What follows belongs to an exercise in optimizing a design on an open flow for small area and few clock cycles; a production flow would make more cautious choices. In this exercise RTL edits were held to simulation tests only and were not proved equivalent to the original. Power and IR drop assume default switching activity.

## ccbd
module ccbd (
    input  wire        clk,
    input  wire        rst,         
    input  wire        restart,
    input  wire        in_valid,
    input  wire [7:0]  in_data,
    output wire        in_ready,
    input  wire        in_close,
    output reg         frm_valid,
    input  wire        frm_ack,
    output wire [31:0] frm_seq,
    output wire [31:0] frm_len,
    output wire [31:0] frm_wid,
    output wire [31:0] frm_hgt,
    input  wire [7:0]  fb_raddr,
    output wire [7:0]  fb_rdata,
    output reg         rpt_valid,
    output wire [2:0]  rpt_code,
    output wire [7:0]  rpt_byte,
    output wire [2:0]  st,
    output wire [3:0]  status,
    output wire [2:0]  last_err,
    output wire [7:0]  err_byte
);
    localparam [2:0] S_SEEK   = 3'd0,
                     S_HEADER = 3'd1,
                     S_BODY   = 3'd2,
                     S_CLOSED = 3'd4,
                     S_FAULT  = 3'd5;
    localparam [2:0] E_CCE = 3'd1,
                     E_TSE = 3'd2,
                     E_FSM = 3'd3,
                     E_MV  = 3'd5;
    reg  [2:0]  st_r;
    reg  [3:0]  hidx;
    reg  [31:0] len_r, wid_r, hgt_r;
    reg         ph;
    reg  [3:0]  hnib;
    reg  [7:0]  bcnt;
    reg  [7:0]  dcnt;
    reg  [31:0] seq;
    reg  [3:0]  status_r;
    reg  [2:0]  last_err_r;
    reg  [7:0]  err_byte_r;
    reg  [2047:0] ring;
    wire [7:0]  bcnt_rot = {bcnt[6:0], bcnt[7]};
    wire [7:0]  wpos     = dcnt - bcnt_rot;
    wire        wpos_ok  = (wpos[5:0] == 6'd0) || (wpos == 8'hFF);
    wire in_body  = (st_r == S_BODY);
    wire stall    = in_body && ph && !wpos_ok;
    assign in_ready = !st_r[2] && !frm_valid && !stall;
    wire take_byte  = in_valid && in_ready;
    wire take_close = in_close && !in_valid && in_ready;
    wire [31:0] hdr_hgt   = {in_data, hgt_r[23:0]};
    wire        len_fits  = (len_r[31:9] == 23'd0) && (!len_r[8] || (len_r[7:0] == 8'd0));
    wire        len_zero  = (len_r == 32'd0);
    wire        wh_zero   = (wid_r == 32'd0) || (hdr_hgt == 32'd0);
    wire        wh_small  = (wid_r[31:12] == 20'd0) && (hdr_hgt[31:12] == 20'd0);
  ...
Size: about 4300 cells after synthesis, ~190 I/O pins, roughly 0.061 sq mm of cells after synthesis.
export LEC_CHECK = 0
export CAP_MARGIN = 20
export CORE_MARGIN = 2
export CORE_UTILIZATION = 30
export CTS_BUF_LIST = sky130_fd_sc_hd__clkbuf_8
export CTS_CLUSTER_DIAMETER = 50
export CTS_CLUSTER_SIZE = 16
export SLEW_MARGIN = 20
export SYNTH_HIERARCHICAL = 1
create_clock -name core_clock -period 12.0 [get_ports {clk}]
standard.sh (not shown) runs the stock make flow with config.mk's settings and CLKGATE_MAP_FILE= SYNTH_SCRIPT=/design/flow/synth_recipe.tcl, a recipe that flattens the netlist after the stock synthesis.
==> flow/flow/run.sh <==
#!/bin/bash
set -euo pipefail
export BUFFER_PORTS_ARGS="-buffer_cell sky130_fd_sc_hd__buf_1"
export CTS_ARGS="-sink_clustering_enable -repair_clock_nets -dont_use_dummy_load -buf_list sky130_fd_sc_hd__clkbuf_8 -sink_clustering_size 16 -sink_clustering_max_diameter 50"
bash standard.sh finish > standard_flow.log 2>&1
The first run finished with timing, DRC and antenna clean.
Testbench counts at the start, summed over its fixed seeds: cycles 38,806.
Edit:
==> flow/run.sh (new file) <==
#!/bin/bash
# synth_recipe.tcl (not shown) runs the flow's synth.tcl, then flattens the netlist and writes it again
# the make line also repeats each setting of config.mk as NAME=value (left out here)
make -C /OpenROAD-flow-scripts/flow DESIGN_CONFIG=/design/flow/config.mk WORK_HOME=/design/flow/orfs CLKGATE_MAP_FILE= SYNTH_SCRIPT=/design/flow/synth_recipe.tcl finish
removed: flow/flow/run.sh
removed: flow/standard.sh
What happened: Cell count went up by 0.59%; combinational power went up by 5.4%; design area went up by 2.6%; wire length went up by 1.1%; clock-buffer cell count went up by 6; die area is unchanged.

== JK ==
ccbd, a different RTL version from the one above (not shown whole).
For scale: about 190 I/O pins.
==> flow/config.mk <==
export PLATFORM = sky130hd
export DESIGN_NAME = ccbd
export DESIGN_NICKNAME = ccbd
export VERILOG_FILES = /design/flow/design.v
export SDC_FILE = /design/flow/constraint.sdc
export NUM_CORES = 4
export LEC_CHECK = 0
export CAP_MARGIN = 5
export CORE_MARGIN = 2
export CORE_UTILIZATION = 30
export SLEW_MARGIN = 5
export SYNTH_HIERARCHICAL = 1
==> flow/constraint.sdc <==
create_clock -name core_clock -period 12.0 [get_ports {clk}]
set_input_delay 2.4000 -clock core_clock [delete_from_list [all_inputs] [get_ports {clk}]]
set_output_delay 2.4000 -clock core_clock [all_outputs]
set_load 0.01 [all_outputs]
==> flow/flow/run.sh <==
#!/bin/bash
set -euo pipefail
export BUFFER_PORTS_ARGS="-buffer_cell sky130_fd_sc_hd__buf_1"
export CTS_ARGS="-sink_clustering_enable -repair_clock_nets -dont_use_dummy_load -buf_list sky130_fd_sc_hd__clkbuf_8 -sink_clustering_size 18 -sink_clustering_max_diameter 50"
bash standard.sh finish > standard_flow.log 2>&1
Testbench counts of JK, summed over its fixed seeds: cycles 38,806.
Inputs modified between JK and MS:
Settings: CORE_UTILIZATION now 40, was 30.
==> flow/flow/run.sh <==
#!/bin/bash
set -euo pipefail
export BUFFER_PORTS_ARGS="-buffer_cell sky130_fd_sc_hd__buf_1"
export CTS_ARGS="-sink_clustering_enable -repair_clock_nets -dont_use_dummy_load -buf_list sky130_fd_sc_hd__clkbuf_8 -sink_clustering_size 20 -sink_clustering_max_diameter 40"
bash standard.sh finish > standard_flow.log 2>&1
Findings:
Antenna diode count: MS and JK compared, lower one is MS
In the flow results for MS and JK, the total length of routed met2 wires is larger on MS.
Density: MS denser than JK

Setup of v17:
ccbd, a different RTL version from the one above (not shown whole).
For scale: about 4200 cells after synthesis, about 0.060 mm^2 of cells after synthesis.
Settings: LEC_CHECK=0, CAP_MARGIN=5, CORE_MARGIN=2, CORE_UTILIZATION=30, SLEW_MARGIN=5, SYNTH_HIERARCHICAL=1; clock period 12.0 ns.
==> flow/flow/run.sh <==
#!/bin/bash
set -euo pipefail
export BUFFER_PORTS_ARGS="-buffer_cell sky130_fd_sc_hd__buf_1"
export CTS_ARGS="-sink_clustering_enable -repair_clock_nets -dont_use_dummy_load -buf_list sky130_fd_sc_hd__clkbuf_8 -sink_clustering_size 18 -sink_clustering_max_diameter 50"
bash standard.sh finish > standard_flow.log 2>&1
Both conditions hold for v17: the flow ran to the end and the final layout passed the timing, design-rule and antenna checks.
Testbench counts of v17, summed over its fixed seeds: cycles 38,806.
Inputs modified between v17 and v18:
# v17
export LEC_CHECK = 0
export CAP_MARGIN = 5
export CORE_MARGIN = 2
export CORE_UTILIZATION = 30
export SLEW_MARGIN = 5
export SYNTH_HIERARCHICAL = 1
create_clock -name core_clock -period 12.0 [get_ports {clk}]
# v18
export LEC_CHECK = 0
export CAP_MARGIN = 20
export CORE_MARGIN = 2
export CORE_UTILIZATION = 30
export CTS_BUF_LIST = sky130_fd_sc_hd__clkbuf_8
export CTS_CLUSTER_DIAMETER = 50
export CTS_CLUSTER_SIZE = 16
export SLEW_MARGIN = 20
export SYNTH_HIERARCHICAL = 1
create_clock -name core_clock -period 12.0 [get_ports {clk}]
==> flow/flow/run.sh <==
#!/bin/bash
set -euo pipefail
export BUFFER_PORTS_ARGS="-buffer_cell sky130_fd_sc_hd__buf_1"
export CTS_ARGS="-sink_clustering_enable -repair_clock_nets -dont_use_dummy_load -buf_list sky130_fd_sc_hd__clkbuf_8 -sink_clustering_size 16 -sink_clustering_max_diameter 50"
bash standard.sh finish > standard_flow.log 2>&1
## What came out
- On hold slack, v18 and v17 are basically level.
- Count of clock buffers in the final design: v18 > v17
- Relative area change from synthesis to final layout | v18 above v17
- Cmp v18 vs v17: leakage power higher in v18
- Fraction of final layout cells with drive strength greater than 1 delta for v18 relative to v17: 0.34 points higher

[static timing again, ports no longer ideal]
Ports are ideal in the flow. The routed layouts listed here were re-timed in OpenROAD.
Step 1: set_driving_cell puts a clkbuf_16 on clk and a buf_2 on each other input, an assumption about the parent block.
Step 2 times the ports against the registers' clock, not the clock port: input delays grow and output delays shrink by t, the midpoint of the rising clock arrivals with the driver on.
a / b / c = ideal / step 1 / step 2; a / b = the first two.
run | t, ns | setup WS [ns] | hold slack, ns
the first run of note 1 | 0.927 | 2.580 / 2.557 / 2.557 | 0.221 / 0.221 / 0.221
the second run of note 1 | 0.983 | 1.870 / 1.844 / 1.844 | 0.307 / 0.307 / 0.307
JK | 0.931 | 2.143 / 2.112 / 2.112 | 0.241 / 0.241 / 0.241
MS | 0.970 | 2.115 / 2.092 / 2.092 | 0.255 / 0.255 / 0.255
v17 | 0.951 | 1.946 / 1.924 / 1.924 | 0.270 / 0.270 / 0.270
v18 | 0.972 | 2.030 / 2.007 / 2.007 | 0.271 / 0.271 / 0.271
After both steps setup and hold are still met in every run listed. For JK, which loses most, drivers alone change the setup slack by -0.031 ns; drivers and shift together by -0.031 ns.
